This design comes from an exercise in tuning for small area, a short achievable clock period and few clock cycles on the open sky130 flow, not from production work.
Function was checked by simulation only, so behaviour that the tests miss may differ from the original.
Power is estimated from default activity; no workload was simulated.

### design/flow/design.v
module px4io_crc8_tab (
    input  wire [7:0] idx,
    output reg  [7:0] val
);
    always @(*) begin
        case (idx)
            8'h00: val = 8'h00;
            8'h01: val = 8'h07;
            8'h02: val = 8'h0E;
            8'h03: val = 8'h09;
            8'h04: val = 8'h1C;
            8'h05: val = 8'h1B;
            8'h06: val = 8'h12;
            8'h07: val = 8'h15;
            8'h08: val = 8'h38;
            8'h09: val = 8'h3F;
            8'h0A: val = 8'h36;
            8'h0B: val = 8'h31;
            8'h0C: val = 8'h24;
            8'h0D: val = 8'h23;
            8'h0E: val = 8'h2A;
            8'h0F: val = 8'h2D;
            8'h10: val = 8'h70;
            8'h11: val = 8'h77;
            8'h12: val = 8'h7E;
            8'h13: val = 8'h79;
            8'h14: val = 8'h6C;
            8'h15: val = 8'h6B;
            8'h16: val = 8'h62;
            8'h17: val = 8'h65;
            8'h18: val = 8'h48;
            8'h19: val = 8'h4F;
            8'h1A: val = 8'h46;
            8'h1B: val = 8'h41;
            8'h1C: val = 8'h54;
            8'h1D: val = 8'h53;
            8'h1E: val = 8'h5A;
            8'h1F: val = 8'h5D;
            8'h20: val = 8'hE0;
            8'h21: val = 8'hE7;
            8'h22: val = 8'hEE;
            8'h23: val = 8'hE9;
            8'h24: val = 8'hFC;
            8'h25: val = 8'hFB;
            8'h26: val = 8'hF2;
            8'h27: val = 8'hF5;
            8'h28: val = 8'hD8;
            8'h29: val = 8'hDF;
            8'h2A: val = 8'hD6;
            8'h2B: val = 8'hD1;
            8'h2C: val = 8'hC4;
            8'h2D: val = 8'hC3;
            8'h2E: val = 8'hCA;
            8'h2F: val = 8'hCD;
            8'h30: val = 8'h90;
            8'h31: val = 8'h97;
            8'h32: val = 8'h9E;
            8'h33: val = 8'h99;
            8'h34: val = 8'h8C;
            8'h35: val = 8'h8B;
            8'h36: val = 8'h82;
            8'h37: val = 8'h85;
            8'h38: val = 8'hA8;
            8'h39: val = 8'hAF;
            8'h3A: val = 8'hA6;
            8'h3B: val = 8'hA1;
            8'h3C: val = 8'hB4;
            8'h3D: val = 8'hB3;
            8'h3E: val = 8'hBA;
            8'h3F: val = 8'hBD;
            8'h40: val = 8'hC7;
            8'h41: val = 8'hC0;
            8'h42: val = 8'hC9;
            8'h43: val = 8'hCE;
            8'h44: val = 8'hDB;
            8'h45: val = 8'hDC;
            8'h46: val = 8'hD5;
            8'h47: val = 8'hD2;
            8'h48: val = 8'hFF;
            8'h49: val = 8'hF8;
            8'h4A: val = 8'hF1;
            8'h4B: val = 8'hF6;
            8'h4C: val = 8'hE3;
            8'h4D: val = 8'hE4;
            8'h4E: val = 8'hED;
            8'h4F: val = 8'hEA;
            8'h50: val = 8'hB7;
            8'h51: val = 8'hB0;
            8'h52: val = 8'hB9;
            8'h53: val = 8'hBE;
            8'h54: val = 8'hAB;
            8'h55: val = 8'hAC;
            8'h56: val = 8'hA5;
            8'h57: val = 8'hA2;
            8'h58: val = 8'h8F;
            8'h59: val = 8'h88;
            8'h5A: val = 8'h81;
            8'h5B: val = 8'h86;
            8'h5C: val = 8'h93;
            8'h5D: val = 8'h94;
            8'h5E: val = 8'h9D;
            8'h5F: val = 8'h9A;
            8'h60: val = 8'h27;
            8'h61: val = 8'h20;
            8'h62: val = 8'h29;
            8'h63: val = 8'h2E;
            8'h64: val = 8'h3B;
            8'h65: val = 8'h3C;
            8'h66: val = 8'h35;
            8'h67: val = 8'h32;
            8'h68: val = 8'h1F;
            8'h69: val = 8'h18;
            8'h6A: val = 8'h11;
            8'h6B: val = 8'h16;
            8'h6C: val = 8'h03;
            8'h6D: val = 8'h04;
            8'h6E: val = 8'h0D;
            8'h6F: val = 8'h0A;
            8'h70: val = 8'h57;
            8'h71: val = 8'h50;
            8'h72: val = 8'h59;
            8'h73: val = 8'h5E;
            8'h74: val = 8'h4B;
            8'h75: val = 8'h4C;
            8'h76: val = 8'h45;
            8'h77: val = 8'h42;
            8'h78: val = 8'h6F;
            8'h79: val = 8'h68;
            8'h7A: val = 8'h61;
            8'h7B: val = 8'h66;
            8'h7C: val = 8'h73;
            8'h7D: val = 8'h74;
            8'h7E: val = 8'h7D;
            8'h7F: val = 8'h7A;
            8'h80: val = 8'h89;
            8'h81: val = 8'h8E;
            8'h82: val = 8'h87;
            8'h83: val = 8'h80;
            8'h84: val = 8'h95;
            8'h85: val = 8'h92;
            8'h86: val = 8'h9B;
            8'h87: val = 8'h9C;
            8'h88: val = 8'hB1;
            8'h89: val = 8'hB6;
            8'h8A: val = 8'hBF;
            8'h8B: val = 8'hB8;
            8'h8C: val = 8'hAD;
            8'h8D: val = 8'hAA;
            8'h8E: val = 8'hA3;
            8'h8F: val = 8'hA4;
            8'h90: val = 8'hF9;
            8'h91: val = 8'hFE;
            8'h92: val = 8'hF7;
            8'h93: val = 8'hF0;
            8'h94: val = 8'hE5;
            8'h95: val = 8'hE2;
            8'h96: val = 8'hEB;
            8'h97: val = 8'hEC;
            8'h98: val = 8'hC1;
            8'h99: val = 8'hC6;
            8'h9A: val = 8'hCF;
            8'h9B: val = 8'hC8;
            8'h9C: val = 8'hDD;
            8'h9D: val = 8'hDA;
            8'h9E: val = 8'hD3;
            8'h9F: val = 8'hD4;
            8'hA0: val = 8'h69;
            8'hA1: val = 8'h6E;
            8'hA2: val = 8'h67;
            8'hA3: val = 8'h60;
            8'hA4: val = 8'h75;
            8'hA5: val = 8'h72;
            8'hA6: val = 8'h7B;
            8'hA7: val = 8'h7C;
            8'hA8: val = 8'h51;
            8'hA9: val = 8'h56;
            8'hAA: val = 8'h5F;
            8'hAB: val = 8'h58;
            8'hAC: val = 8'h4D;
            8'hAD: val = 8'h4A;
            8'hAE: val = 8'h43;
            8'hAF: val = 8'h44;
            8'hB0: val = 8'h19;
            8'hB1: val = 8'h1E;
            8'hB2: val = 8'h17;
            8'hB3: val = 8'h10;
            8'hB4: val = 8'h05;
            8'hB5: val = 8'h02;
            8'hB6: val = 8'h0B;
            8'hB7: val = 8'h0C;
            8'hB8: val = 8'h21;
            8'hB9: val = 8'h26;
            8'hBA: val = 8'h2F;
            8'hBB: val = 8'h28;
            8'hBC: val = 8'h3D;
            8'hBD: val = 8'h3A;
            8'hBE: val = 8'h33;
            8'hBF: val = 8'h34;
            8'hC0: val = 8'h4E;
            8'hC1: val = 8'h49;
            8'hC2: val = 8'h40;
            8'hC3: val = 8'h47;
            8'hC4: val = 8'h52;
            8'hC5: val = 8'h55;
            8'hC6: val = 8'h5C;
            8'hC7: val = 8'h5B;
            8'hC8: val = 8'h76;
            8'hC9: val = 8'h71;
            8'hCA: val = 8'h78;
            8'hCB: val = 8'h7F;
            8'hCC: val = 8'h6A;
            8'hCD: val = 8'h6D;
            8'hCE: val = 8'h64;
            8'hCF: val = 8'h63;
            8'hD0: val = 8'h3E;
            8'hD1: val = 8'h39;
            8'hD2: val = 8'h30;
            8'hD3: val = 8'h37;
            8'hD4: val = 8'h22;
            8'hD5: val = 8'h25;
            8'hD6: val = 8'h2C;
            8'hD7: val = 8'h2B;
            8'hD8: val = 8'h06;
            8'hD9: val = 8'h01;
            8'hDA: val = 8'h08;
            8'hDB: val = 8'h0F;
            8'hDC: val = 8'h1A;
            8'hDD: val = 8'h1D;
            8'hDE: val = 8'h14;
            8'hDF: val = 8'h13;
            8'hE0: val = 8'hAE;
            8'hE1: val = 8'hA9;
            8'hE2: val = 8'hA0;
            8'hE3: val = 8'hA7;
            8'hE4: val = 8'hB2;
            8'hE5: val = 8'hB5;
            8'hE6: val = 8'hBC;
            8'hE7: val = 8'hBB;
            8'hE8: val = 8'h96;
            8'hE9: val = 8'h91;
            8'hEA: val = 8'h98;
            8'hEB: val = 8'h9F;
            8'hEC: val = 8'h8A;
            8'hED: val = 8'h8D;
            8'hEE: val = 8'h84;
            8'hEF: val = 8'h83;
            8'hF0: val = 8'hDE;
            8'hF1: val = 8'hD9;
            8'hF2: val = 8'hD0;
            8'hF3: val = 8'hD7;
            8'hF4: val = 8'hC2;
            8'hF5: val = 8'hC5;
            8'hF6: val = 8'hCC;
            8'hF7: val = 8'hCB;
            8'hF8: val = 8'hE6;
            8'hF9: val = 8'hE1;
            8'hFA: val = 8'hE8;
            8'hFB: val = 8'hEF;
            8'hFC: val = 8'hFA;
            8'hFD: val = 8'hFD;
            8'hFE: val = 8'hF4;
            8'hFF: val = 8'hF3;
            default: val = 8'h00;
        endcase
    end
endmodule
module px4io_engine (
    input  wire        clk,
    input  wire        rst,
    input  wire        cmd_valid,
    input  wire [7:0]  cmd,
    input  wire [7:0]  arg_mode,
    input  wire [7:0]  arg_page,
    input  wire [7:0]  arg_offset,
    input  wire [7:0]  arg_n,
    input  wire [7:0]  arg_retries,
    input  wire [15:0] arg_clear,
    input  wire [15:0] arg_set,
    input  wire        val_we,
    input  wire [4:0]  val_addr,
    input  wire [15:0] val_wdata,
    input  wire [4:0]  out_addr,
    output wire [15:0] out_rdata,
    output wire        link_req,
    output reg  [1:0]  link_op,
    output wire [7:0]  link_wdata,
    input  wire        link_ack,
    input  wire [1:0]  link_resp,
    input  wire [7:0]  link_rdata,
    output wire        busy,
    output reg         ready,
    output reg  [7:0]  status,
    output reg  [7:0]  errinfo,
    output reg  [7:0]  result,
    output reg         flag,
    output reg  [2:0]  fault,
    output reg  [31:0] stall_cnt,
    output reg  [31:0] retry_cnt,
    output reg  [31:0] crcfail_cnt
);
    localparam [6:0] C_DEFAULT = 7'h01, C_CLEAR = 7'h02, C_BUILD = 7'h03,
                     C_CRC8    = 7'h04, C_CHECK = 7'h05, C_COUNT = 7'h06,
                     C_CODE    = 7'h07,
                     C_SETUP   = 7'h10, C_DISCARD = 7'h11, C_EXCHANGE = 7'h12,
                     C_NEW     = 7'h20, C_GET   = 7'h21, C_GET1  = 7'h22,
                     C_SET     = 7'h23, C_SET1  = 7'h24, C_MODIFY = 7'h25;
    localparam [1:0] OP_SETUP = 2'd0, OP_POLL = 2'd1, OP_WRITE = 2'd2, OP_FLUSH = 2'd3;
    localparam [1:0] R_OK = 2'd0, R_NODATA = 2'd1, R_ERR = 2'd2;   
    localparam [7:0] S_OK = 8'd0, S_COMM = 8'd1, S_ERROR_RESPONSE = 8'd2,
                     S_UNRESPONSIVE = 8'd4;
    localparam [2:0] F_NONE = 3'd0, F_BUSY_OVERLAP = 3'd1, F_ILLEGAL_CMD = 3'd2,
                     F_NOT_READY = 3'd3, F_BAD_COUNT = 3'd4, F_BAD_MODE = 3'd5;
    localparam [7:0] DRIVER_RETRIES = 8'd10;
    localparam [15:0] SENTINEL = 16'h55AA;
    localparam [4:0] ST_IDLE      = 5'd0,
                     ST_CRC       = 5'd1,    
                     ST_PKT_END   = 5'd2,    
                     ST_SETUP     = 5'd3,    
                     ST_DISCARD   = 5'd4,    
                     ST_X_START   = 5'd5,    
                     ST_X_BEGIN   = 5'd6,    
                     ST_X_DISCARD = 5'd7,    
                     ST_X_WRITE   = 5'd8,    
                     ST_X_FLUSH   = 5'd9,    
                     ST_X_RDHDR   = 5'd10,   
                     ST_X_VALID   = 5'd11,   
                     ST_X_RDBODY  = 5'd12,   
                     ST_X_DONE    = 5'd13,   
                     ST_X_FAIL    = 5'd14,   
                     ST_X_END     = 5'd15,   
                     ST_REG_TXCRC = 5'd16,   
                     ST_PX_START  = 5'd17,   
                     ST_PX_CHECK  = 5'd18,   
                     ST_PX_ACCEPT = 5'd19,   
                     ST_PX_OK     = 5'd20;   
    reg [543:0] tx;           
    reg [543:0] rx;           
    reg [31:0]  hdr;          
    reg [511:0] val;          
    reg [511:0] outr;         
    reg [4:0]  st;
    reg        busy_r;
    reg [6:0]  c_code;
    reg        c_buf;
    reg [5:0]  c_n;
    reg [7:0]  c_page;
    reg [7:0]  c_offset;
    reg [15:0] c_clear;
    reg [15:0] c_set;
    reg        mod_write;     
    reg [7:0]  x_retr;
    reg [7:0]  x_att;
    reg [6:0]  x_txlen;
    reg [6:0]  x_idx;
    reg [7:0]  x_wb;
    reg [6:0]  x_nbody;
    reg [7:0]  x_stat;
    reg        x_fail_stall;
    reg [7:0]  catt;
    reg        crc_sel;       
    reg [6:0]  crc_i;
    reg [6:0]  crc_last;
    reg [7:0]  crc_c;
    reg [4:0]  crc_ret;
    integer k;
    assign busy      = busy_r;
    assign out_rdata = outr[16*out_addr +: 16];
    assign link_req  = (st == ST_SETUP) || (st == ST_DISCARD) ||
                       (st == ST_X_DISCARD) || (st == ST_X_WRITE) ||
                       (st == ST_X_FLUSH) || (st == ST_X_RDHDR) ||
                       (st == ST_X_RDBODY);
    assign link_wdata = tx[8*x_idx +: 8];
    always @(*) begin
        case (st)
            ST_SETUP:   link_op = OP_SETUP;
            ST_X_WRITE: link_op = OP_WRITE;
            ST_X_FLUSH: link_op = OP_FLUSH;
            default:    link_op = OP_POLL;
        endcase
    end
    wire [543:0] crc_img  = crc_sel ? rx : tx;
    wire [7:0]   crc_byte = (crc_i == 7'd1) ? 8'h00 : crc_img[8*crc_i +: 8];
    wire [7:0]   crc_next;
    px4io_crc8_tab u_tab (.idx(crc_c ^ crc_byte), .val(crc_next));
    wire [6:0] d_code = cmd[6:0];
    wire       d_buf  = cmd[7];
    wire       d_pkt  = (d_code >= C_DEFAULT) && (d_code <= C_CODE);
    wire       d_known = d_pkt ||
                         (d_code == C_SETUP) || (d_code == C_DISCARD) ||
                         (d_code == C_EXCHANGE) ||
                         ((d_code >= C_NEW) && (d_code <= C_MODIFY));
    wire       d_illegal = !d_known || (d_buf && !d_pkt);
    wire       d_need_ready = (d_code == C_DISCARD) || (d_code == C_EXCHANGE) ||
                              ((d_code >= C_GET) && (d_code <= C_MODIFY));
    wire       d_has_n = (d_code == C_BUILD) || (d_code == C_CRC8) ||
                         (d_code == C_GET) || (d_code == C_SET);
    wire       d_bad_count = d_has_n && (arg_n > 8'd32);
    wire       d_bad_mode  = (d_code == C_BUILD) && (arg_mode[5:0] != 6'd0);
    wire [543:0] d_img   = d_buf ? rx : tx;
    wire [7:0]   d_b0    = d_img[7:0];
    wire [7:0] h0 = hdr[7:0];
    wire [5:0] rx_count = rx[5:0];
    always @(posedge clk) begin
        if (rst) begin
            tx <= 544'd0;
            rx <= 544'd0;
            hdr <= 32'd0;
            val <= 512'd0;
            outr <= 512'd0;
            st <= ST_IDLE;
            busy_r <= 1'b0;
            c_code <= 7'd0;
            c_buf <= 1'b0;
            c_n <= 6'd0;
            c_page <= 8'd0;
            c_offset <= 8'd0;
            c_clear <= 16'd0;
            c_set <= 16'd0;
            mod_write <= 1'b0;
            x_retr <= 8'd0;
            x_att <= 8'd0;
            x_txlen <= 7'd4;
            x_idx <= 7'd0;
            x_wb <= 8'd0;
            x_nbody <= 7'd0;
            x_stat <= S_OK;
            x_fail_stall <= 1'b0;
            catt <= 8'd0;
            crc_sel <= 1'b0;
            crc_i <= 7'd0;
            crc_last <= 7'd0;
            crc_c <= 8'd0;
            crc_ret <= ST_IDLE;
            ready <= 1'b0;
            status <= S_OK;
            errinfo <= 8'd0;
            result <= 8'd0;
            flag <= 1'b0;
            fault <= F_NONE;
            stall_cnt <= 32'd0;
            retry_cnt <= 32'd0;
            crcfail_cnt <= 32'd0;
        end else if (fault != F_NONE) begin
            st <= ST_IDLE;
            busy_r <= 1'b0;
        end else if (cmd_valid && busy_r) begin
            fault <= F_BUSY_OVERLAP;
            st <= ST_IDLE;
            busy_r <= 1'b0;
        end else begin
            if (val_we)
                val[16*val_addr +: 16] <= val_wdata;
            case (st)
            ST_IDLE: begin
                if (cmd_valid) begin
                    if (d_illegal)
                        fault <= F_ILLEGAL_CMD;
                    else if (d_need_ready && !ready)
                        fault <= F_NOT_READY;
                    else if (d_bad_count)
                        fault <= F_BAD_COUNT;
                    else if (d_bad_mode)
                        fault <= F_BAD_MODE;
                    else begin
                        c_code   <= d_code;
                        c_buf    <= d_buf;
                        c_n      <= arg_n[5:0];
                        c_page   <= arg_page;
                        c_offset <= arg_offset;
                        c_clear  <= arg_clear;
                        c_set    <= arg_set;
                        mod_write <= 1'b0;
                        case (d_code)
                        C_DEFAULT: begin
                            if (d_buf) rx <= 544'd0;
                            else       tx <= 544'd0;
                        end
                        C_CLEAR: begin
                            if (d_buf) begin
                                rx[31:0] <= 32'd0;
                                for (k = 0; k < 32; k = k + 1)
                                    rx[32 + 16*k +: 16] <= SENTINEL;
                            end else begin
                                tx[31:0] <= 32'd0;
                                for (k = 0; k < 32; k = k + 1)
                                    tx[32 + 16*k +: 16] <= SENTINEL;
                            end
                        end
                        C_BUILD: begin
                            if (d_buf) begin
                                rx[7:0]   <= arg_n | arg_mode;
                                rx[23:16] <= arg_page;
                                rx[31:24] <= arg_offset;
                                for (k = 0; k < 32; k = k + 1)
                                    if (k < arg_n) rx[32 + 16*k +: 16] <= val[16*k +: 16];
                            end else begin
                                tx[7:0]   <= arg_n | arg_mode;
                                tx[23:16] <= arg_page;
                                tx[31:24] <= arg_offset;
                                for (k = 0; k < 32; k = k + 1)
                                    if (k < arg_n) tx[32 + 16*k +: 16] <= val[16*k +: 16];
                            end
                            busy_r   <= 1'b1;
                            crc_sel  <= d_buf;
                            crc_i    <= 7'd0;
                            crc_c    <= 8'd0;
                            crc_last <= {arg_n[5:0], 1'b0} + 7'd3;
                            crc_ret  <= ST_PKT_END;
                            st       <= ST_CRC;
                        end
                        C_CRC8: begin
                            busy_r   <= 1'b1;
                            crc_sel  <= d_buf;
                            crc_i    <= 7'd0;
                            crc_c    <= 8'd0;
                            crc_last <= {arg_n[5:0], 1'b0} + 7'd3;
                            crc_ret  <= ST_PKT_END;
                            st       <= ST_CRC;
                        end
                        C_CHECK: begin
                            if (d_b0[5:0] > 6'd32) begin
                                flag <= 1'b0;
                            end else begin
                                busy_r   <= 1'b1;
                                crc_sel  <= d_buf;
                                crc_i    <= 7'd0;
                                crc_c    <= 8'd0;
                                crc_last <= {d_b0[5:0], 1'b0} + 7'd3;
                                crc_ret  <= ST_PKT_END;
                                st       <= ST_CRC;
                            end
                        end
                        C_COUNT: result <= {2'b00, d_b0[5:0]};
                        C_CODE:  result <= {d_b0[7:6], 6'd0};
                        C_SETUP: begin
                            busy_r <= 1'b1;
                            st <= ST_SETUP;
                        end
                        C_NEW: begin
                            tx <= 544'd0;
                            rx <= 544'd0;
                            busy_r <= 1'b1;
                            st <= ST_SETUP;
                        end
                        C_DISCARD: begin
                            busy_r <= 1'b1;
                            st <= ST_DISCARD;
                        end
                        C_EXCHANGE: begin
                            busy_r <= 1'b1;
                            x_retr <= arg_retries;
                            st <= ST_X_START;
                        end
                        C_GET, C_GET1, C_MODIFY: begin
                            tx[7:0]   <= (d_code == C_GET) ? {2'b00, arg_n[5:0]} : 8'h01;
                            tx[23:16] <= arg_page;
                            tx[31:24] <= arg_offset;
                            for (k = 0; k < 32; k = k + 1)
                                if ((d_code == C_GET) ? (k < arg_n) : (k == 0))
                                    tx[32 + 16*k +: 16] <= 16'd0;
                            if (d_code != C_GET) c_n <= 6'd1;
                            busy_r   <= 1'b1;
                            crc_sel  <= 1'b0;
                            crc_i    <= 7'd0;
                            crc_c    <= 8'd0;
                            crc_last <= ((d_code == C_GET) ? {arg_n[5:0], 1'b0} : 7'd2) + 7'd3;
                            crc_ret  <= ST_REG_TXCRC;
                            st       <= ST_CRC;
                        end
                        C_SET, C_SET1: begin
                            tx[7:0]   <= (d_code == C_SET) ? {2'b01, arg_n[5:0]} : 8'h41;
                            tx[23:16] <= arg_page;
                            tx[31:24] <= arg_offset;
                            for (k = 0; k < 32; k = k + 1)
                                if ((d_code == C_SET) ? (k < arg_n) : (k == 0))
                                    tx[32 + 16*k +: 16] <= val[16*k +: 16];
                            if (d_code != C_SET) c_n <= 6'd1;
                            busy_r   <= 1'b1;
                            crc_sel  <= 1'b0;
                            crc_i    <= 7'd0;
                            crc_c    <= 8'd0;
                            crc_last <= ((d_code == C_SET) ? {arg_n[5:0], 1'b0} : 7'd2) + 7'd3;
                            crc_ret  <= ST_REG_TXCRC;
                            st       <= ST_CRC;
                        end
                        default: ;
                        endcase
                    end
                end
            end
            ST_CRC: begin
                crc_c <= crc_next;
                crc_i <= crc_i + 7'd1;
                if (crc_i == crc_last)
                    st <= crc_ret;
            end
            ST_PKT_END: begin
                case (c_code)
                C_BUILD: begin
                    if (c_buf) rx[15:8] <= crc_c;
                    else       tx[15:8] <= crc_c;
                end
                C_CRC8:  result <= crc_c;
                default: flag <= (crc_c == (c_buf ? rx[15:8] : tx[15:8]));   
                endcase
                busy_r <= 1'b0;
                st <= ST_IDLE;
            end
            ST_SETUP: begin
                if (link_ack) begin
                    if (link_resp == R_ERR) begin
                        if (c_code == C_NEW) ready <= 1'b0;
                        errinfo <= link_rdata;
                        status <= S_COMM;
                        busy_r <= 1'b0;
                        st <= ST_IDLE;
                    end else if (link_resp == R_OK) begin
                        ready <= 1'b1;
                        status <= S_OK;
                        busy_r <= 1'b0;
                        st <= ST_IDLE;
                    end
                end
            end
            ST_DISCARD: begin
                if (link_ack && link_resp != R_OK) begin
                    status <= S_OK;
                    busy_r <= 1'b0;
                    st <= ST_IDLE;
                end
            end
            ST_X_START: begin
                x_att <= 8'd0;
                x_txlen <= (tx[7:6] == 2'b01) ? ({tx[5:0], 1'b0} + 7'd4) : 7'd4;
                if (x_retr == 8'd0) begin
                    x_stat <= S_UNRESPONSIVE;
                    st <= ST_X_END;
                end else begin
                    st <= ST_X_BEGIN;
                end
            end
            ST_X_BEGIN: begin
                x_att <= x_att + 8'd1;
                if (x_att != 8'd0) retry_cnt <= retry_cnt + 32'd1;
                x_wb <= 8'd0;
                x_idx <= 7'd0;
                st <= ST_X_DISCARD;
            end
            ST_X_DISCARD: begin
                if (link_ack && link_resp != R_OK) begin
                    x_idx <= 7'd0;
                    st <= ST_X_WRITE;
                end
            end
            ST_X_WRITE: begin
                if (link_ack) begin
                    if (link_resp == R_OK) begin
                        if (x_idx + 7'd1 == x_txlen) begin
                            x_idx <= 7'd0;
                            st <= ST_X_FLUSH;
                        end else begin
                            x_idx <= x_idx + 7'd1;
                        end
                    end else if (link_resp == R_ERR) begin
                        errinfo <= link_rdata;
                        x_stat <= S_COMM;
                        st <= ST_X_END;
                    end
                end
            end
            ST_X_FLUSH: begin
                if (link_ack) begin
                    if (link_resp == R_OK) begin
                        x_idx <= 7'd0;
                        st <= ST_X_RDHDR;
                    end else if (link_resp == R_ERR) begin
                        errinfo <= link_rdata;
                        x_stat <= S_COMM;
                        st <= ST_X_END;
                    end
                end
            end
            ST_X_RDHDR: begin
                if (link_ack) begin
                    if (link_resp == R_OK) begin
                        hdr[8*x_idx[1:0] +: 8] <= link_rdata;
                        x_wb <= 8'd0;
                        if (x_idx == 7'd3) begin
                            st <= ST_X_VALID;
                        end else begin
                            x_idx <= x_idx + 7'd1;
                        end
                    end else if (link_resp == R_NODATA) begin
                        x_wb <= x_wb + 8'd1;
                        if (x_wb + 8'd1 > 8'd1) begin
                            x_fail_stall <= 1'b1;
                            st <= ST_X_FAIL;
                        end
                    end else begin
                        errinfo <= link_rdata;
                        x_stat <= S_COMM;
                        st <= ST_X_END;
                    end
                end
            end
            ST_X_VALID: begin
                if (h0[7:6] != 2'b00) begin
                    x_fail_stall <= 1'b0;
                    st <= ST_X_FAIL;
                end else if (h0[5:0] > 6'd32) begin
                    x_fail_stall <= 1'b0;
                    st <= ST_X_FAIL;
                end else if (h0[5:0] == 6'd0) begin
                    x_nbody <= 7'd0;
                    st <= ST_X_DONE;
                end else begin
                    x_nbody <= {h0[5:0], 1'b0};
                    x_idx <= 7'd0;
                    st <= ST_X_RDBODY;
                end
            end
            ST_X_RDBODY: begin
                if (link_ack) begin
                    if (link_resp == R_OK) begin
                        rx[32 + 8*x_idx +: 8] <= link_rdata;
                        x_wb <= 8'd0;
                        x_idx <= x_idx + 7'd1;
                        if (x_idx + 7'd1 == x_nbody)
                            st <= ST_X_DONE;
                    end else if (link_resp == R_NODATA) begin
                        x_wb <= x_wb + 8'd1;
                        if (x_wb + 8'd1 > 8'd1) begin
                            x_fail_stall <= 1'b1;
                            st <= ST_X_FAIL;
                        end
                    end else begin
                        errinfo <= link_rdata;
                        x_stat <= S_COMM;
                        st <= ST_X_END;
                    end
                end
            end
            ST_X_DONE: begin
                rx[31:0] <= hdr;
                result <= {1'b0, x_nbody} + 8'd4;
                x_stat <= S_OK;
                st <= ST_X_END;
            end
            ST_X_FAIL: begin
                if (x_fail_stall) stall_cnt <= stall_cnt + 32'd1;
                if (x_att == x_retr) begin
                    x_stat <= S_UNRESPONSIVE;
                    st <= ST_X_END;
                end else begin
                    st <= ST_X_BEGIN;
                end
            end
            ST_X_END: begin
                if (c_code == C_EXCHANGE) begin
                    status <= x_stat;
                    busy_r <= 1'b0;
                    st <= ST_IDLE;
                end else begin
                    st <= ST_PX_CHECK;
                end
            end
            ST_REG_TXCRC: begin
                tx[15:8] <= crc_c;
                catt <= 8'd0;
                st <= ST_PX_START;
            end
            ST_PX_START: begin
                catt <= catt + 8'd1;
                rx[31:0] <= 32'd0;
                for (k = 0; k < 32; k = k + 1)
                    rx[32 + 16*k +: 16] <= SENTINEL;
                x_retr <= DRIVER_RETRIES;
                st <= ST_X_START;
            end
            ST_PX_CHECK: begin
                if (x_stat != S_OK) begin
                    status <= x_stat;
                    catt <= 8'd0;
                    busy_r <= 1'b0;
                    st <= ST_IDLE;
                end else if (rx_count > 6'd32) begin
                    crcfail_cnt <= crcfail_cnt + 32'd1;
                    if (catt == DRIVER_RETRIES) begin
                        status <= S_ERROR_RESPONSE;
                        catt <= 8'd0;
                        busy_r <= 1'b0;
                        st <= ST_IDLE;
                    end else begin
                        st <= ST_PX_START;
                    end
                end else begin
                    crc_sel  <= 1'b1;
                    crc_i    <= 7'd0;
                    crc_c    <= 8'd0;
                    crc_last <= {rx_count, 1'b0} + 7'd3;
                    crc_ret  <= ST_PX_ACCEPT;
                    st       <= ST_CRC;
                end
            end
            ST_PX_ACCEPT: begin
                if (crc_c != rx[15:8])
                    crcfail_cnt <= crcfail_cnt + 32'd1;
                if ((crc_c == rx[15:8]) && (rx[7:6] == 2'b00)) begin
                    st <= ST_PX_OK;
                end else if (catt == DRIVER_RETRIES) begin
                    status <= S_ERROR_RESPONSE;
                    catt <= 8'd0;
                    busy_r <= 1'b0;
                    st <= ST_IDLE;
                end else begin
                    st <= ST_PX_START;
                end
            end
            ST_PX_OK: begin
                catt <= 8'd0;
                if ((c_code == C_MODIFY) && !mod_write) begin
                    outr[15:0] <= rx[47:32];
                    tx[7:0]   <= 8'h41;
                    tx[23:16] <= c_page;
                    tx[31:24] <= c_offset;
                    tx[47:32] <= (rx[47:32] & ~c_clear) | c_set;
                    mod_write <= 1'b1;
                    crc_sel  <= 1'b0;
                    crc_i    <= 7'd0;
                    crc_c    <= 8'd0;
                    crc_last <= 7'd5;
                    crc_ret  <= ST_REG_TXCRC;
                    st       <= ST_CRC;
                end else begin
                    if ((c_code == C_GET) || (c_code == C_GET1)) begin
                        for (k = 0; k < 32; k = k + 1)
                            if (k < c_n) outr[16*k +: 16] <= rx[32 + 16*k +: 16];
                    end
                    status <= S_OK;
                    busy_r <= 1'b0;
                    st <= ST_IDLE;
                end
            end
            default: st <= ST_IDLE;
            endcase
        end
    end
endmodule
### design/flow/run.sh
#!/bin/bash
# synth_recipe.tcl (not shown) runs the flow's synth.tcl, then flattens the netlist and writes it again
# the make line also repeats each setting of config.mk as NAME=value (left out here)
make -C /OpenROAD-flow-scripts/flow DESIGN_CONFIG=/design/flow/config.mk WORK_HOME=/design/flow/orfs CLKGATE_MAP_FILE= SYNTH_SCRIPT=/design/flow/synth_recipe.tcl finish
### design/flow/config.mk
export PLATFORM = sky130hd
export DESIGN_NAME = px4io_engine
export DESIGN_NICKNAME = px4io_engine
export VERILOG_FILES = /design/flow/design.v
export SDC_FILE = /design/flow/constraint.sdc
export NUM_CORES = 8
export LEC_CHECK = 0
export CAP_MARGIN = 20
export CORE_MARGIN = 2
export CORE_UTILIZATION = 30
export SLEW_MARGIN = 20
### design/flow/constraint.sdc
create_clock -name core_clock -period 10.0 [get_ports {clk}]
set_input_delay 2.0000 -clock core_clock [delete_from_list [all_inputs] [get_ports {clk}]]
set_output_delay 2.0000 -clock core_clock [all_outputs]
set_load 0.01 [all_outputs]
==> notes.md <==
power breakdown:
group          internal (mW)  total [mW]  switching (mW)
clock network           5.79        10.3            4.53
registers               9.66        9.70          0.0368
logic                  0.173       0.857           0.684
per-layer routing:
layer,vias up,global-route usage
met3,2648,0.132
li1,51061,-
met4,50,0.240
met5,-,0.00390
met2,11462,0.423
met1,61134,0.377
path summary, 6_finish.rpt:
check                         start                     end  slack, ps  cells after the start
max           x_idx[0]$_SDFFE_PP0P_           link_wdata[1]       1720                      8
min          outr[300]$_SDFFE_PP0P_  outr[300]$_SDFFE_PP0P_        450                      2
max reg2reg   crc_i[0]$_SDFFE_PP0P_   crc_c[2]$_SDFFE_PP0P_       3840                     14
min reg2reg  outr[300]$_SDFFE_PP0P_  outr[300]$_SDFFE_PP0P_        450                      2
state kept, by name, summed over array words and instances (netlist names), 16 cells and up:
signal,count
rx,544
tx,544
outr,512
val,512
crcfail_cnt,32
hdr,32
retry_cnt,32
stall_cnt,32
c_clear,16
c_set,16
final cells by class:
type,instances,area [um^2],share of cell area
Multi-Input combinational cell,10634,66600,0.487
Antenna cell,127,318,0.00233
Clock buffer,402,8050,0.0589
Sequential cell,2418,48400,0.355
Clock inverter,69,702,0.00514
Tap cell,5265,6590,0.0482
Timing Repair Buffer,623,5710,0.0418
Inverter,56,210,0.00154
worst max-delay path, stage by stage, from the launching register on:
cell	delay (ps)
dfxtp_4	870
buf_12	430
mux2i_1	290
o221ai_1	640
o22ai_1	190
a211oi_1	620
nor2_1	90
o32ai_1	1080
clkdlybuf4s50_1	740
cells in the final DEF (no fill, tap or decap), types with 64 or more instances in the layout:
cell type        count
a21oi_1           1574
xor2_1              85
buf_4              322
a22o_1             198
mux2i_1            322
a221oi_1           240
a22oi_1            394
nor2_1            1862
diode_2            127
nand2_1           2668
nand3_1            381
dfxtp_1           2408
clkdlybuf4s50_1    251
o221ai_1           292
a211oi_1           336
xnor2_1             79
clkbuf_1            64
mux4_2             563
o21ai_0            153
nor3_1             685
clkbuf_16          280
cell families (layout without fill, tap and decap cells):
logic type               after synthesis  in the layout
AO/OA/AOI/OAI                       3489           3489
other                                  0            127
adder cells (fa/ha/maj)               25             25
multiplexers                         918            918
AND/OR/NAND/NOR                     6035           6035
buffers and inverters               1377           1150
flip-flops                          2418           2418
XOR/XNOR                             167            167
stage by stage:
| stage | hold slack, ps | area [um^2] |
|---|---|---|
| after floorplan | 429 | 120000 |
| after CTS | 450 | 136000 |
| after global routing | 466 | 136000 |
| after global placement | 435 | 127000 |
| final | 450 | 137000 |
| after detailed placement | 441 | 127000 |
==> results by group <==
Run status
  • Status: no timing/DRC/antenna violations

Placement
  • Port bufs: 273
  • DPL Wire Length: 428,000 um
  • Pre-CTS WS: 2090 ps
  • Final RePlAce weighted congestion: 1.05
  • Post-Place Cells: 18,992

Logic synthesis
  • Mapped Nets: 14,575
  • Mux cell area share after synthesis: 0.136
  • Post-synth top cells: 2,670 x nand2_1, 2,418 x dfxtp_1, 1,890 x nor2_1
  • Largest family of logic cells by synthesized area: simple AND/OR/NAND/NOR gates
  • FFs w/ async S/R, synth: 0
  • Post-synthesis simple-gate area fraction: 0.210
  • Synth warn: 2
  • Top-area cell type share of the netlist area: 0.403
  • Count leader, synth: nand2_1
  • Post-synth cell types: 99
  • Top cells by area, synth: dfxtp_1 40%, mux4_2 11%, nand2_1 8.4%
  • Synth Flop Type: dfxtp_1
  • Synth Area in Compound Gates: 0.190
  • Register area share after synthesis: 0.403
  • Yosys reg bits: 2,418
  • EDFF count, synth: 0
  • Dominant cell type by area after synthesis: dfxtp_1
  • Synthesized area: 120,000 um^2
  • Avg Inst Size Synth: 8.32 um^2
  • Synth Area in XOR/XNOR: 0.0124
  • Synth Area in Adders: 0.00261
  • Gate count after technology mapping: 14,429

Clock network
  • Clk slew on worst S/H paths: 60 ps
  • Clock sink count: 2,418
  • Worst-Skew Late Latency: 1010 ps
  • CTS-repair resized insts: 0
  • Root Buffer: clkbuf_16
  • CTS tree: done
  • # Post-CTS Setup Buffers: 0
  • CTS buffer count: 273
  • Maximum clock insertion buffer count: 4
  • Number of hold buffers added after cts: 0
  • Max H-tree Level: 5

Global route
  • Largest net degree at the start of global routing: 210
  • Initial antenna violation count: 111
  • Vias in the first global route: 109,241
  • GRT Total Usage: 0.309
  • Grt ovf: 0
  • First-pass GRT wire length: 900,000 um

Worst hold path
  • Hold WC Path Type: reg2reg

STA
  • Slew @ Worst Pin: 1450 ps
  • Setup-failing EPs final: 0
  • RSZ-0062 raised after global routing: false
  • F_max: 121 MHz
  • Fin Setup TNS: 0 ps
  • Crit share post-route: 0.828
  • Clock Skew: 100 ps
  • Slew Viols, Final: 0
  • Worst slew margin: 0.0274
  • Final WS setup: 1720 ps
  • Period minus WS final: 8280 ps
  • Final hold vios: 0

Floorplanning
  • Chip Width: 636 um
  • Row count: 232
  • Initial Util: 0.301
  • Die ar.: 405,000 um^2
  • Die Height: 636 um
  • IO Count: 274
  • CORE AREA: 399,000 um^2

Setup path
  • WP data arrival: 6280 ps
  • Worst setup EP type: output port
  • Worst Path Required: 8000 ps
  • Crit Path Max Fanout: 67
  • Kind of critical path: reg2out
  • Worst setup SP type: register

Routing
  • DR top layer: met5
  • Met2 wire len: 265,000 um
  • Routed length on met1: 233,000 um
  • Wire per inst: 33.7 um
  • Initial DRC Count: 23,238
  • Vias per inst: 6.45
  • Detail Route Antenna Nets: 0
  • Drt first pass iters: 9
  • Routed met3 length: 106,000 um
  • DR DRC count: 0
  • Vias: 126,355
  • WL final: 661,000 um

Power and ir drop
  • Peak supply drop: 134 uV
  • Pwr/cell area: 153 nW/um^2
  • Total power: 20.9 mW
  • Leak Pwr: 41.6 nW

Final layout
  • Final cell count without fillers: 19,594
  • Number of fill cells: 41,670
  • Final Core Density: 0.342
  • Final #Nets: 14,152
  • Area Overhead vs Synth: 13.8%
  • Share of layout cells above drive strength 1: 0.112

Run
  • # Max-Cap Violations: 0
Testbench counts, summed over its fixed seeds: cycles 100,231.

==> separate check: timing with driven ports <==
The results above use ideal ports. As a check the final layout listed here was re-extracted and re-timed, cells and wires unchanged. Step 1, drivers: a clkbuf_16 drives clk and a buf_2 each remaining input, both assumed. Step 2, shift: input delay + t, output delay - t, t = (earliest + latest rising clock arrival at the registers) / 2. This alone moves slack from input paths to output paths. Slacks: ideal / step 1 / step 2; pairs: ideal / step 1.
shift t [ns]: 1.056
setup WS [ns]: 1.717 / 1.618 / 1.508
worst hold slack (ns): 0.450 / 0.450 / 0.450
latest minus earliest clock arrival (ns): 0.105 / 0.105
After both steps setup and hold are still met in this run. The setup slack of this run moves by -0.099 ns with the drivers and by -0.209 ns with both steps.
